Background: an optimization exercise with open tools, aiming at small area, a short achievable clock period and few clock cycles per item. Do not read the settings as production practice. In this exercise RTL edits were held to simulation tests only and were not proved equivalent to the original. No activity file was given, so power comes from the tool's default toggle rates.

`flow/config.mk`:
```
export PLATFORM = sky130hd
export DESIGN_NAME = bfx
export DESIGN_NICKNAME = bfx
export VERILOG_FILES = /design/flow/design.v
export SDC_FILE = /design/flow/constraint.sdc
export NUM_CORES = 4
export LEC_CHECK = 0
export CAP_MARGIN = 20
export CORE_MARGIN = 2
export CORE_UTILIZATION = 40
export SLEW_MARGIN = 20
```
`flow/constraint.sdc`:
```
create_clock -name core_clock -period 10.0 [get_ports {clk}]
set_input_delay 2.0000 -clock core_clock [delete_from_list [all_inputs] [get_ports {clk}]]
set_output_delay 2.0000 -clock core_clock [all_outputs]
set_load 0.01 [all_outputs]
```
`flow/design.v`:
```
module bfx (
    input  wire        clk,
    input  wire        rst,
    input  wire        cmd_valid,
    output wire        cmd_ready,
    input  wire [95:0] cmd,
    output wire        rsp_valid,
    output wire [31:0] rsp,
    output wire        dev_valid,
    output wire [1:0]  dev_op,       
    output wire [7:0]  dev_bank,
    output wire [19:0] dev_off,
    output wire [15:0] dev_wdata,
    input  wire        dev_ready,
    input  wire [15:0] dev_rdata,
    output wire        pal_valid,
    output wire        pal_op,       
    output wire [7:0]  pal_data
);
    localparam [7:0] OP_NOP     = 8'h00;
    localparam [7:0] OP_INIT    = 8'h01;
    localparam [7:0] OP_RDSTAT  = 8'h02;
    localparam [7:0] OP_RESOLVE = 8'h03;
    localparam [7:0] OP_SETPIX  = 8'h10;
    localparam [7:0] OP_GETPIX  = 8'h11;
    localparam [7:0] OP_XORPIX  = 8'h12;
    localparam [7:0] OP_FILLRUN = 8'h13;
    localparam [7:0] OP_LINE    = 8'h20;
    localparam [7:0] OP_RECTF   = 8'h21;
    localparam [7:0] OP_RECTO   = 8'h22;
    localparam [7:0] OP_CIRCLE  = 8'h23;
    localparam [7:0] OP_CIRCLEF = 8'h24;
    localparam [7:0] OP_CONV565 = 8'h30;
    localparam [7:0] OP_PUTRGB  = 8'h31;
    localparam [7:0] OP_PALSET  = 8'h32;
    localparam [3:0] C_OK        = 4'd0;
    localparam [3:0] C_ILLEGAL   = 4'd1;
    localparam [3:0] C_NOTINIT   = 4'd2;
    localparam [3:0] C_BADMODE   = 4'd3;
    localparam [3:0] C_WRONGENC  = 4'd4;
    localparam [3:0] C_OUTOFVIEW = 4'd5;
    localparam [1:0] D_SEL = 2'd0;
    localparam [1:0] D_RD  = 2'd1;
    localparam [1:0] D_WR  = 2'd2;
    localparam [1:0] K_WRITE = 2'd0;
    localparam [1:0] K_READ  = 2'd1;
    localparam [1:0] K_XOR   = 2'd2;
    localparam [3:0] S_IDLE = 4'd0;
    localparam [3:0] S_EXEC = 4'd1;
    localparam [3:0] S_GEN  = 4'd2;
    localparam [3:0] S_CLIP = 4'd3;
    localparam [3:0] S_SEL  = 4'd4;
    localparam [3:0] S_ACC  = 4'd5;
    localparam [3:0] S_RDW  = 4'd6;
    localparam [3:0] S_PAL  = 4'd7;
    localparam [3:0] S_RESP = 4'd8;
    reg [3:0] state;
    reg       inited;
    reg       mode;          
    reg       bankvalid;
    reg [7:0] lastbank;
    reg       illseen;
    reg [7:0]         c_op;
    reg [23:0]        c_v;
    reg signed [15:0] c_a, c_b, c_c, c_d;
    reg [3:0]  r_cause;
    reg [27:0] r_data;
    reg [15:0] pval;
    reg signed [19:0] rx, ry, rlen;
    reg [1:0]         rkind;
    reg [19:0] roff;
    reg [10:0] rcnt;
    reg [7:0]  rbank;
    reg signed [19:0] gx, gy, gd, gdx, gdy, gerr;
    reg signed [19:0] xa, xb, ya, yb;
    reg signed [19:0] ldx, ldy;
    reg               lsx, lsy;
    reg [2:0]         gk;
    reg               gdone;
    wire [7:0]         f_op = cmd[95:88];
    wire signed [19:0] sa = {{4{c_a[15]}}, c_a};
    wire signed [19:0] sb = {{4{c_b[15]}}, c_b};
    wire signed [19:0] sc = {{4{c_c[15]}}, c_c};
    wire signed [19:0] sd = {{4{c_d[15]}}, c_d};
    wire [15:0] conv565 = {c_v[23:19], c_v[15:10], c_v[7:3]};
    wire        a_inb      = (sa >= 0) && (sa < 20'sd1024) && (sb >= 0) && (sb < 20'sd768);
    wire [19:0] res_linear = {sb[9:0], sa[9:0]};
    wire [7:0]  res_bank   = mode ? {3'd0, res_linear[19:15]} : {4'd0, res_linear[19:16]};
    wire signed [19:0] clip_x0  = (rx < 0) ? 20'sd0 : rx;
    wire signed [19:0] clip_end = rx + rlen;
    wire signed [19:0] clip_x1  = (clip_end > 20'sd1024) ? 20'sd1024 : clip_end;
    wire               clip_yok = (ry >= 0) && (ry < 20'sd768);
    wire               clip_any = clip_yok && (clip_x0 < clip_x1);
    wire signed [19:0] clip_cnt = clip_x1 - clip_x0;
    wire [19:0]        clip_lin = {ry[9:0], clip_x0[9:0]};
    wire [7:0]         clip_bank = mode ? {3'd0, clip_lin[19:15]} : {4'd0, clip_lin[19:16]};
    wire signed [19:0] l_e2   = gerr <<< 1;
    wire               l_stx  = (l_e2 >= ldy);
    wire               l_sty  = (l_e2 <= ldx);
    wire signed [19:0] l_err1 = l_stx ? gerr + ldy : gerr;
    wire signed [19:0] l_err2 = l_sty ? l_err1 + ldx : l_err1;
    wire signed [19:0] l_nx   = l_stx ? (lsx ? gx + 20'sd1 : gx - 20'sd1) : gx;
    wire signed [19:0] l_ny   = l_sty ? (lsy ? gy + 20'sd1 : gy - 20'sd1) : gy;
    wire               l_end  = (gx == sc) && (gy == sd);
    wire signed [19:0] c_u  = gk[2] ? gy : gx;
    wire signed [19:0] c_w  = gk[2] ? gx : gy;
    wire signed [19:0] c_px = gk[0] ? sa - c_u : sa + c_u;
    wire signed [19:0] c_py = gk[1] ? sb - c_w : sb + c_w;
    wire signed [19:0] co_d_neg = gd + (gx <<< 2) + 20'sd6;
    wire signed [19:0] co_d_pos = gd + ((gx - gy) <<< 2) + 20'sd10;
    wire signed [19:0] rect_w = xb - xa + 20'sd1;
    assign cmd_ready = (state == S_IDLE);
    assign rsp_valid = (state == S_RESP);
    assign rsp       = {r_cause, r_data};
    assign dev_valid = (state == S_SEL) || (state == S_ACC);
    assign dev_op    = (state == S_SEL) ? D_SEL : ((rkind == K_WRITE) ? D_WR : D_RD);
    assign dev_bank  = rbank;
    assign dev_off   = roff;
    assign dev_wdata = pval;
    assign pal_valid = (state == S_PAL);
    assign pal_op    = (gk != 3'd0);
    assign pal_data  = (gk == 3'd0) ? c_a[7:0] :
                       (gk == 3'd1) ? {2'b00, c_v[23:18]} :
                       (gk == 3'd2) ? {2'b00, c_v[15:10]} :
                                      {2'b00, c_v[7:2]};
    task issue_run;
        input signed [19:0] x;
        input signed [19:0] y;
        input signed [19:0] len;
        input [1:0]         kind;
        begin
            rx    <= x;
            ry    <= y;
            rlen  <= len;
            rkind <= kind;
            state <= S_CLIP;
        end
    endtask
    task respond;
        input [3:0]  cause;
        input [27:0] data;
        begin
            r_cause <= cause;
            r_data  <= data;
            if (cause != C_OK)
                illseen <= 1'b1;
            state <= S_RESP;
        end
    endtask
    always @(posedge clk) begin
        if (rst) begin
            state     <= S_IDLE;
            inited    <= 1'b0;
            mode      <= 1'b0;
            bankvalid <= 1'b0;
            lastbank  <= 8'd0;
            illseen   <= 1'b0;
        end else begin
            case (state)
            S_IDLE: begin
                if (cmd_valid) begin
                    c_op  <= f_op;
                    c_v   <= cmd[87:64];
                    c_b   <= cmd[63:48];
                    c_a   <= cmd[47:32];
                    c_d   <= cmd[31:16];
                    c_c   <= cmd[15:0];
                    state <= S_EXEC;
                end
            end
            S_EXEC: begin
                gdone  <= 1'b0;
                gk     <= 3'd0;
                r_data <= 28'd0;
                pval   <= mode ? c_v[15:0] : {8'd0, c_v[7:0]};
                case (c_op)
                OP_NOP:     respond(C_OK, 28'd0);
                OP_INIT: begin
                    if (c_v[7:1] != 7'd0) begin
                        respond(C_BADMODE, 28'd0);
                    end else begin
                        mode      <= c_v[0];
                        inited    <= 1'b1;
                        bankvalid <= 1'b0;
                        lastbank  <= 8'd0;
                        respond(C_OK, 28'd0);
                    end
                end
                OP_RDSTAT:  respond(C_OK, {16'd0, illseen, inited, mode, bankvalid, lastbank});
                OP_RESOLVE: begin
                    if (!inited)
                        respond(C_NOTINIT, 28'd0);
                    else if (!a_inb)
                        respond(C_OUTOFVIEW, 28'd0);
                    else
                        respond(C_OK, {res_bank, res_linear});
                end
                OP_CONV565: respond(C_OK, {12'd0, conv565});
                OP_PALSET:  state <= S_PAL;
                OP_SETPIX, OP_GETPIX, OP_XORPIX, OP_FILLRUN,
                OP_LINE, OP_RECTF, OP_RECTO, OP_CIRCLE, OP_CIRCLEF: begin
                    if (!inited) begin
                        respond(C_NOTINIT, 28'd0);
                    end else begin
                        state <= S_GEN;
                        gx   <= sa;
                        gy   <= sb;
                        xa   <= (sa < sc) ? sa : sc;
                        xb   <= (sa < sc) ? sc : sa;
                        ya   <= (sb < sd) ? sb : sd;
                        yb   <= (sb < sd) ? sd : sb;
                        ldx  <= (sc > sa) ? sc - sa : sa - sc;
                        ldy  <= (sd > sb) ? sb - sd : sd - sb;
                        lsx  <= (sa < sc);
                        lsy  <= (sb < sd);
                        gerr <= ((sc > sa) ? sc - sa : sa - sc) + ((sd > sb) ? sb - sd : sd - sb);
                        if (c_op == OP_FILLRUN) begin
                            gx <= (c_c[15]) ? sa + sc : sa;
                            gd <= (c_c[15]) ? -sc : sc;    
                        end
                        if (c_op == OP_RECTF)
                            gy <= (sb < sd) ? sb : sd;
                        if (c_op == OP_CIRCLE) begin
                            gx    <= 20'sd0;
                            gy    <= sc;
                            gd    <= 20'sd3 - (sc <<< 1);
                            gdone <= (sc <= 0);
                        end
                        if (c_op == OP_CIRCLEF) begin
                            gx  <= 20'sd0;
                            gy  <= sc;
                            gd  <= 20'sd1 - sc;
                            gdx <= 20'sd3;
                            gdy <= 20'sd2 - (sc <<< 1);
                        end
                    end
                end
                OP_PUTRGB: begin
                    if (!inited)
                        respond(C_NOTINIT, 28'd0);
                    else if (!mode)
                        respond(C_WRONGENC, 28'd0);
                    else begin
                        pval  <= conv565;
                        state <= S_GEN;
                    end
                end
                default:    respond(C_ILLEGAL, 28'd0);
                endcase
            end
            S_GEN: begin
                case (c_op)
                OP_SETPIX, OP_PUTRGB, OP_GETPIX, OP_XORPIX: begin
                    if (gdone) begin
                        respond(C_OK, r_data);
                    end else begin
                        gdone <= 1'b1;
                        issue_run(sa, sb, 20'sd1,
                                  (c_op == OP_GETPIX) ? K_READ :
                                  (c_op == OP_XORPIX) ? K_XOR : K_WRITE);
                    end
                end
                OP_FILLRUN: begin
                    if (gdone) begin
                        respond(C_OK, 28'd0);
                    end else begin
                        gdone <= 1'b1;
                        issue_run(gx, sb, gd, K_WRITE);
                    end
                end
                OP_LINE: begin
                    if (gdone) begin
                        respond(C_OK, 28'd0);
                    end else begin
                        issue_run(gx, gy, 20'sd1, K_WRITE);
                        if (l_end) begin
                            gdone <= 1'b1;
                        end else begin
                            gx   <= l_nx;
                            gy   <= l_ny;
                            gerr <= l_err2;
                        end
                    end
                end
                OP_RECTF: begin
                    if (gy > yb) begin
                        respond(C_OK, 28'd0);
                    end else begin
                        issue_run(xa, gy, rect_w, K_WRITE);
                        gy <= gy + 20'sd1;
                    end
                end
                OP_RECTO: begin
                    case (gk)
                    3'd0: begin                          
                        issue_run(xa, ya, rect_w, K_WRITE);
                        gy <= ya + 20'sd1;
                        gk <= 3'd1;
                    end
                    3'd1: begin                          
                        if (gy < yb) begin
                            issue_run(xa, gy, 20'sd1, K_WRITE);
                            if (xb > xa)
                                gk <= 3'd2;
                            else
                                gy <= gy + 20'sd1;
                        end else begin
                            gk <= 3'd3;
                        end
                    end
                    3'd2: begin                          
                        issue_run(xb, gy, 20'sd1, K_WRITE);
                        gy <= gy + 20'sd1;
                        gk <= 3'd1;
                    end
                    3'd3: begin                          
                        if (yb > ya)
                            issue_run(xa, yb, rect_w, K_WRITE);
                        gk <= 3'd4;
                    end
                    default: respond(C_OK, 28'd0);
                    endcase
                end
                OP_CIRCLE: begin
                    if (gdone || (gk == 3'd0 && gx > gy)) begin
                        respond(C_OK, 28'd0);
                    end else begin
                        issue_run(c_px, c_py, 20'sd1, K_WRITE);
                        gk <= gk + 3'd1;
                        if (gk == 3'd7) begin
                            if (gd < 0) begin
                                gd <= co_d_neg;
                            end else begin
                                gd <= co_d_pos;
                                gy <= gy - 20'sd1;
                            end
                            gx <= gx + 20'sd1;
                        end
                    end
                end
                OP_CIRCLEF: begin
                    if (gk == 3'd0 && gx > gy) begin
                        respond(C_OK, 28'd0);
                    end else begin
                        case (gk)
                        3'd0:    issue_run(sa - gx, sb - gy, gx <<< 1, K_WRITE);
                        3'd1:    issue_run(sa - gy, sb - gx, gy <<< 1, K_WRITE);
                        3'd2:    issue_run(sa - gy, sb + gx, gy <<< 1, K_WRITE);
                        default: issue_run(sa - gx, sb + gy, gx <<< 1, K_WRITE);
                        endcase
                        if (gk == 3'd3) begin
                            gk <= 3'd0;
                            if (gd < 0) begin
                                gd  <= gd + gdx;
                                gdx <= gdx + 20'sd2;
                            end else begin
                                gd  <= gd + gdx + gdy;
                                gdx <= gdx + 20'sd2;
                                gdy <= gdy + 20'sd2;
                                gy  <= gy - 20'sd1;
                            end
                            gx <= gx + 20'sd1;
                        end else begin
                            gk <= gk + 3'd1;
                        end
                    end
                end
                default: respond(C_OK, 28'd0);
                endcase
            end
            S_CLIP: begin
                if (!clip_any) begin
                    state <= S_GEN;
                end else begin
                    roff  <= clip_lin;
                    rcnt  <= clip_cnt[10:0];
                    rbank <= clip_bank;
                    if (!bankvalid || lastbank != clip_bank)
                        state <= S_SEL;
                    else
                        state <= S_ACC;
                end
            end
            S_SEL: begin
                if (dev_ready) begin
                    bankvalid <= 1'b1;
                    lastbank  <= rbank;
                    state     <= S_ACC;
                end
            end
            S_ACC: begin
                if (dev_ready) begin
                    if (rkind == K_WRITE) begin
                        roff <= roff + 20'd1;
                        rcnt <= rcnt - 11'd1;
                        if (rcnt == 11'd1)
                            state <= S_GEN;
                    end else begin
                        state <= S_RDW;
                    end
                end
            end
            S_RDW: begin
                if (rkind == K_READ) begin
                    r_data <= {12'd0, mode ? dev_rdata : {8'd0, dev_rdata[7:0]}};
                    state  <= S_GEN;
                end else begin
                    pval  <= mode ? (dev_rdata ^ pval) : {8'd0, dev_rdata[7:0] ^ pval[7:0]};
                    rkind <= K_WRITE;
                    state <= S_ACC;
                end
            end
            S_PAL: begin
                gk <= gk + 3'd1;
                if (gk == 3'd3)
                    respond(C_OK, 28'd0);
            end
            S_RESP: begin
                state <= S_IDLE;
            end
            default: state <= S_IDLE;
            endcase
        end
    end
endmodule
```
`flow/run.sh`:
```
#!/bin/bash
# synth_recipe.tcl (not shown) runs the flow's synth.tcl, then flattens the netlist and writes it again
# the make line also repeats each setting of config.mk as NAME=value (left out here)
make -C /OpenROAD-flow-scripts/flow DESIGN_CONFIG=/design/flow/config.mk WORK_HOME=/design/flow/orfs CLKGATE_MAP_FILE= SYNTH_SCRIPT=/design/flow/synth_recipe.tcl finish
```
==> run summary <==
## worst max-delay path by stage
stage,slack [ns],end,cells past startpoint
after global placement,3.03,gerr[15]$_DFFE_PP_,21
after CTS,2.96,gerr[15]$_DFFE_PP_,21
final,2.67,gerr[15]$_DFFE_PP_,21
after detailed placement,2.96,gerr[15]$_DFFE_PP_,21
after global routing,2.31,gerr[15]$_DFFE_PP_,21
after floorplan,2.85,ldx[0]$_DFFE_PP_,3
## synthesized netlist by cell type (28+ instances only)
library cell               count
sky130_fd_sc_hd__a21oi_1     471
sky130_fd_sc_hd__nand2b_1     53
sky130_fd_sc_hd__a211oi_1     51
sky130_fd_sc_hd__o21bai_1     42
sky130_fd_sc_hd__o211a_1      33
sky130_fd_sc_hd__nor2_1      409
sky130_fd_sc_hd__nand4_1      59
sky130_fd_sc_hd__a22oi_1      32
sky130_fd_sc_hd__edfxtp_1    457
sky130_fd_sc_hd__and3_1       65
sky130_fd_sc_hd__nand3_1     173
sky130_fd_sc_hd__buf_1        32
sky130_fd_sc_hd__inv_1       319
sky130_fd_sc_hd__o21a_1       52
sky130_fd_sc_hd__nor2b_1      65
sky130_fd_sc_hd__nand2_1     563
sky130_fd_sc_hd__xor2_1      163
sky130_fd_sc_hd__ha_1        476
sky130_fd_sc_hd__o31ai_1      40
sky130_fd_sc_hd__o211ai_1     70
sky130_fd_sc_hd__o21ai_0     427
sky130_fd_sc_hd__xnor2_1     276
sky130_fd_sc_hd__or3_1        39
sky130_fd_sc_hd__a31oi_1      75
sky130_fd_sc_hd__clkbuf_1    257
sky130_fd_sc_hd__a221oi_1     37
sky130_fd_sc_hd__o22ai_1      37
sky130_fd_sc_hd__mux2_2       28
sky130_fd_sc_hd__a21o_1       99
sky130_fd_sc_hd__and2_1       29
sky130_fd_sc_hd__mux2i_1      92
sky130_fd_sc_hd__nor4_1       37
sky130_fd_sc_hd__a221o_1      32
sky130_fd_sc_hd__nor3_1      164
## layer usage
metal | up-vias | share of wire, %
met2 | 2554 | 43
li1 | 21245 | -
met1 | 22311 | 40
met5 | - | 0.039
met4 | 10 | 6.1
met3 | 562 | 11
## power by group through the flow
stage / sequential (mW) / clock, mW / combinational (mW)
floorplan: 2.39 / 0 / 1.31
global placement: 2.40 / 0 / 1.93
detailed placement: 2.40 / 0 / 1.95
CTS: 2.36 / 2.29 / 1.96
global route: 2.37 / 2.35 / 2.17
finish: 2.36 / 2.25 / 2.00
## layout make-up
cell class | count | area [sq um]
clock buffer | 70 | 1560
tap | 1536 | 1920
timing repair buffer | 353 | 3140
antenna | 6 | 15.0
inverter | 324 | 1220
clock inverter | 41 | 424
sequential | 470 | 14000
fill | 11616 | 64500
multi-input combinational | 4582 | 31500
## cells by family after synthesis
group | count (synthesis)
buffers and inverters | 639
other | 1
and+or+nand+nor | 1771
xor gates and xnor gates | 441
AOI/OAI and AO/OA | 1738
adders and majority gates | 501
DFF | 470
muxes | 124
## registers in the layout (all words and copies together) (netlist names), 16 cells and up
signal  count
r_data     25
c_v        22
gd         20
gx         20
gy         20
rlen       20
roff       20
rx         20
ry         20
gdx        19
gdy        19
gerr       19
ldx        17
ldy        17
c_a        16
c_b        16
c_c        16
c_d        16
pval       16
xa         16
xb         16
ya         16
yb         16
## through the flow
stage | utilization (%) | hold slack (ns) | instance area (sq um) | setup WS [ns]
2_1_floorplan | - | 0.472 | 47800 | 2.85
3_3_place_gp | 43.8 | 0.528 | 51800 | 3.03
3_5_place_dp | 43.8 | 0.526 | 51800 | 2.96
4_1_cts | 45.5 | 0.534 | 53800 | 2.96
5_1_grt | 45.5 | 0.562 | 53800 | 2.31
6_report | 45.5 | 0.545 | 53800 | 2.67
## layout by cell type (no fill, tap or decap), types with 35 or more instances in the layout
| cell type | synthesis | routed |
|---|---|---|
| sky130_fd_sc_hd__ha_1 | 476 | 475 |
| sky130_fd_sc_hd__o22ai_1 | 37 | 37 |
| sky130_fd_sc_hd__nor2b_1 | 65 | 65 |
| sky130_fd_sc_hd__nor4_1 | 37 | 35 |
| sky130_fd_sc_hd__nand3_1 | 173 | 173 |
| sky130_fd_sc_hd__edfxtp_1 | 457 | 457 |
| sky130_fd_sc_hd__o31ai_1 | 40 | 38 |
| sky130_fd_sc_hd__xor2_1 | 163 | 163 |
| sky130_fd_sc_hd__clkdlybuf4s50_1 | 0 | 197 |
| sky130_fd_sc_hd__o211ai_1 | 70 | 70 |
| sky130_fd_sc_hd__a221oi_1 | 37 | 37 |
| sky130_fd_sc_hd__a21o_1 | 99 | 99 |
| sky130_fd_sc_hd__clkbuf_16 | 0 | 60 |
| sky130_fd_sc_hd__inv_1 | 319 | 319 |
| sky130_fd_sc_hd__o21ai_0 | 427 | 426 |
| sky130_fd_sc_hd__nor2_1 | 409 | 404 |
| sky130_fd_sc_hd__xnor2_1 | 276 | 276 |
| sky130_fd_sc_hd__a21oi_1 | 471 | 468 |
| sky130_fd_sc_hd__nand2_1 | 563 | 561 |
| sky130_fd_sc_hd__buf_4 | 10 | 155 |
| sky130_fd_sc_hd__a211oi_1 | 51 | 49 |
| sky130_fd_sc_hd__nand2b_1 | 53 | 53 |
| sky130_fd_sc_hd__nand4_1 | 59 | 59 |
| sky130_fd_sc_hd__a31oi_1 | 75 | 75 |
| sky130_fd_sc_hd__o21bai_1 | 42 | 42 |
| sky130_fd_sc_hd__o21a_1 | 52 | 51 |
| sky130_fd_sc_hd__nor3_1 | 164 | 157 |
| sky130_fd_sc_hd__or3_1 | 39 | 39 |
| sky130_fd_sc_hd__and3_1 | 65 | 64 |
| sky130_fd_sc_hd__mux2i_1 | 92 | 92 |
## worst min-delay path: cells and delay by family, from the launching register on
family	cells	cell delay (ns)
AOI/OAI and AO/OA	1	0.06
DFF	1	0.36
and+or+nand+nor	1	0.08
==> summary.md <==
| Metric | Value |
|---|---|
| Run status | timing/DRC/antenna clean |
| Post-CTS Setup Inserts | 0 |
| Layout Nets | approximately 6.4k |
| Global-route track usage on met1 | 41.9% |
| Max transition margin | roughly a quarter |
| Wire length of the first global-routing pass | between 200000 and 300000 um |
| Overall power after layout | between 6 and 7 mW |
| Worst Hold Path EP | lastbank[1]$_SDFFE_PP0P_ |
| Worst-skew pair later-pin latency | around 0.68 ns |
| Buffers & Inverters on Critical Path | 2 |
| Synthesis warning total | 1 |
| Worst hold start | lastbank[1]$_SDFFE_PP0P_ |
| Max VDD drop | 0.000128 V |
| Crit path launch type | flop |
| Die Span Y | about 350 um |
| Area leader, netlist | sky130_fd_sc_hd__edfxtp_1 |
| DRT Wirelength | 200000 um |
| Number of placement rows | 126 |
| Setup-failing EPs final | 0 |
| Combinational cell fraction of total power | 30.3% |
| Number of CTS-inserted buffers | slightly below 60 |
| Antenna violation net count after detailed routing | 0 |
| Kind of end point of the critical path | flop |
| Number of global-route vias before repair | 43.3k |
| Switching Power | 2.27 mW |
| Proportion of power drawn by the clock network | roughly a third |
| Required time worst endpoint | ~10 ns |
| Setup repair after global routing missed its margin | no |
| Min Clock Period, post-route | around 7.3 ns |
| Simple-gate share of the synthesized area | roughly 18% |
| Sinks on Clock Net | 470 |
| Delay of the slowest critical-path stage | between 0.7 and 0.8 ns |
| Met2 Use GR | approximately half |
| Clock-pin slew reported for the worst setup and hold paths after clock tree synthesis | 0.06 ns |
| GRT Overall Usage | a little under a third |
| Most heavily used metal layer in global routing | met2 |
| Top_reg_cell synth | sky130_fd_sc_hd__edfxtp_1 |
| Register-to-Register Setup Slack | roughly 2.7 ns |
| Capture point of the worst reg-to-reg path | gerr[15]$_DFFE_PP_ |
| Met3 GRT Util | just over 7% |
| Number of enable flip-flop cells after synthesis | ~460 |
| Cell Area, Synth | about 48000 sq um |
| Detailed placer's ending HPWL | 152000 um |
| Number of storage elements in the synthesis netlist | 470 |
| Area of the die | 122000 sq um |
| Internal power summed over all cells | roughly 4.4 mW |
| Vias post-DR | between 40k and 50k |
| Synth top area cells | sky130_fd_sc_hd__edfxtp_1 29%, sky130_fd_sc_hd__ha_1 12%, sky130_fd_sc_hd__xnor2_1 5.1% |
| Number of design-rule violations left by the first detailed-router iteration | slightly above 6k |
| Cell Count Post-Placement | just over 7k |
| Final Cycle Share | 73.3% |
| Initial antenna violation count | 8 |
| Cell count of the worst reg-to-reg path | 21 |
| Post-synthesis mux area share | between 2 and 3% |
| Setup TNS | 0 ns |
| Synthesized instance count | about 5.7k |
| Synthesized-area fraction occupied by adder cells | between 10% and 20% |
| Proportion of synthesized flip-flops having asynchronous set or reset | 0% |
| Growth of design area from synthesis to finish | 12.5% |
| Critical path origin | c_a[8]$_DFFE_PP_ |
| Net Sw Frac | 34.3% |
| Width of the chip | 350 um |
| Ordered cell list for the critical path | inv_1 -> ha_1 -> inv_1 -> nor3_1 -> o21ai_0 -> a31oi_1 -> o21a_1 -> nand2_1 -> o21ai_0 -> o22ai_1 -> xor2_1 -> ha_1 -> nor3_1 -> o211ai_1 -> a31o_2 -> a31oi_1 -> o21ai_0 -> o41ai_1 -> xnor2_1 -> nor2_1 -> a21oi_1 |
| Area fraction in compound gates after synthesis | 23.6% |
| Clock tree from TritonCTS | built |
| Worst clock skew on the final layout | just over 0.03 ns |
| Overflow after GRT | 0 |
| Pre-Repair DR Iteration Count | 9 |
| Proportion of synthesized chip area in sequential cells | around 30% |
| Launch instance of the worst register-to-register path | c_a[8]$_DFFE_PP_ |
| Number of primary I/O pins | just over 200 |
| Largest family of logic cells by synthesized area | compound AO/OA/AOI/OAI gates |
| Final Non-Filler Cells | 7382 |
| Sequential Power Share | a little over a third |
| Synthesized area divided by synthesized cell count | roughly 8.4 sq um |
| Cell type with the highest occurrence count on the critical path | sky130_fd_sc_hd__o21ai_0 |
| Max frequency | about 140 MHz |
| Fraction of synthesized cell area in xor and xnor cells | 8.14% |
| Count of buffers inserted at the top-level ports | about 200 |
| CTS Hold Bufs | 0 |
| Worst-path cell with the longest stage delay | sky130_fd_sc_hd__edfxtp_1 |
| Pin count of the biggest net entering global routing | 64 |
| Crit Path Category | flop to flop |
| Count of endpoints failing hold in the final timing report | 0 |
| Hold crit path type | flop to flop |
| Cell depth of the worst min-delay path | 2 |
| Post-CTS Resized | 0 |
| Maximum buffer depth of the clock tree | 3 |
| CP Data Arrival Time | ~7.7 ns |
| Highest net fanout along the worst path | 15 |
| Starting density of the core | between 40% and 50% |
| Layout cells sized above 1 | around 6.4% |
| RePlAce Congestion | slightly above 1 |
| Delay-heaviest family, CP | compound AO/OA/AOI/OAI gates |
| Total core area | 118000 sq um |
| Post-synthesis cell type count | 97 |
| Least-Margin Pin Slew | 1.10 ns |
| Post-synth top area share | roughly 29% |
| Maximum Capacitance Violations | 0 |
| H-tree levels | 2 |
| Pins over their slew limit | 0 |
| Clock Root Buffer | sky130_fd_sc_hd__clkbuf_16 |
| Wire length per cell after detailed routing | approximately 27 um |
| Count of unresolved DRC violations after routing | 0 |
| Power density cells | around 120 nW/um^2 |
| Leakage | between 20 and 25 nW |
| Number of vias per cell | 6.32 |
Testbench counts, summed over its fixed seeds: cycles 422,634, commands 1,696.

[separate check: timing with driven ports]
In the flow no input, the clock included, has a driving cell. The finished layout below was timed again as built, in two steps. Step 1 assumes that a clkbuf_16 drives the clock port and a buf_2 every other input. Step 2, shift: input delay + t, output delay - t, t = (earliest + latest rising clock arrival at the registers) / 2. This alone moves slack from input paths to output paths. a / b / c = no drivers / after step 1 / after step 2; a / b = the first two.
t, ns: 0.752
setup slack, ns: 2.668 / 2.668 / 2.668
hold slack, ns: 0.545 / 0.545 / 0.545
worst setup path at the end: register to register
After both steps setup and hold are still met in this run. The setup slack of this run moves by 0.000 ns with the drivers and by 0.000 ns with both steps.
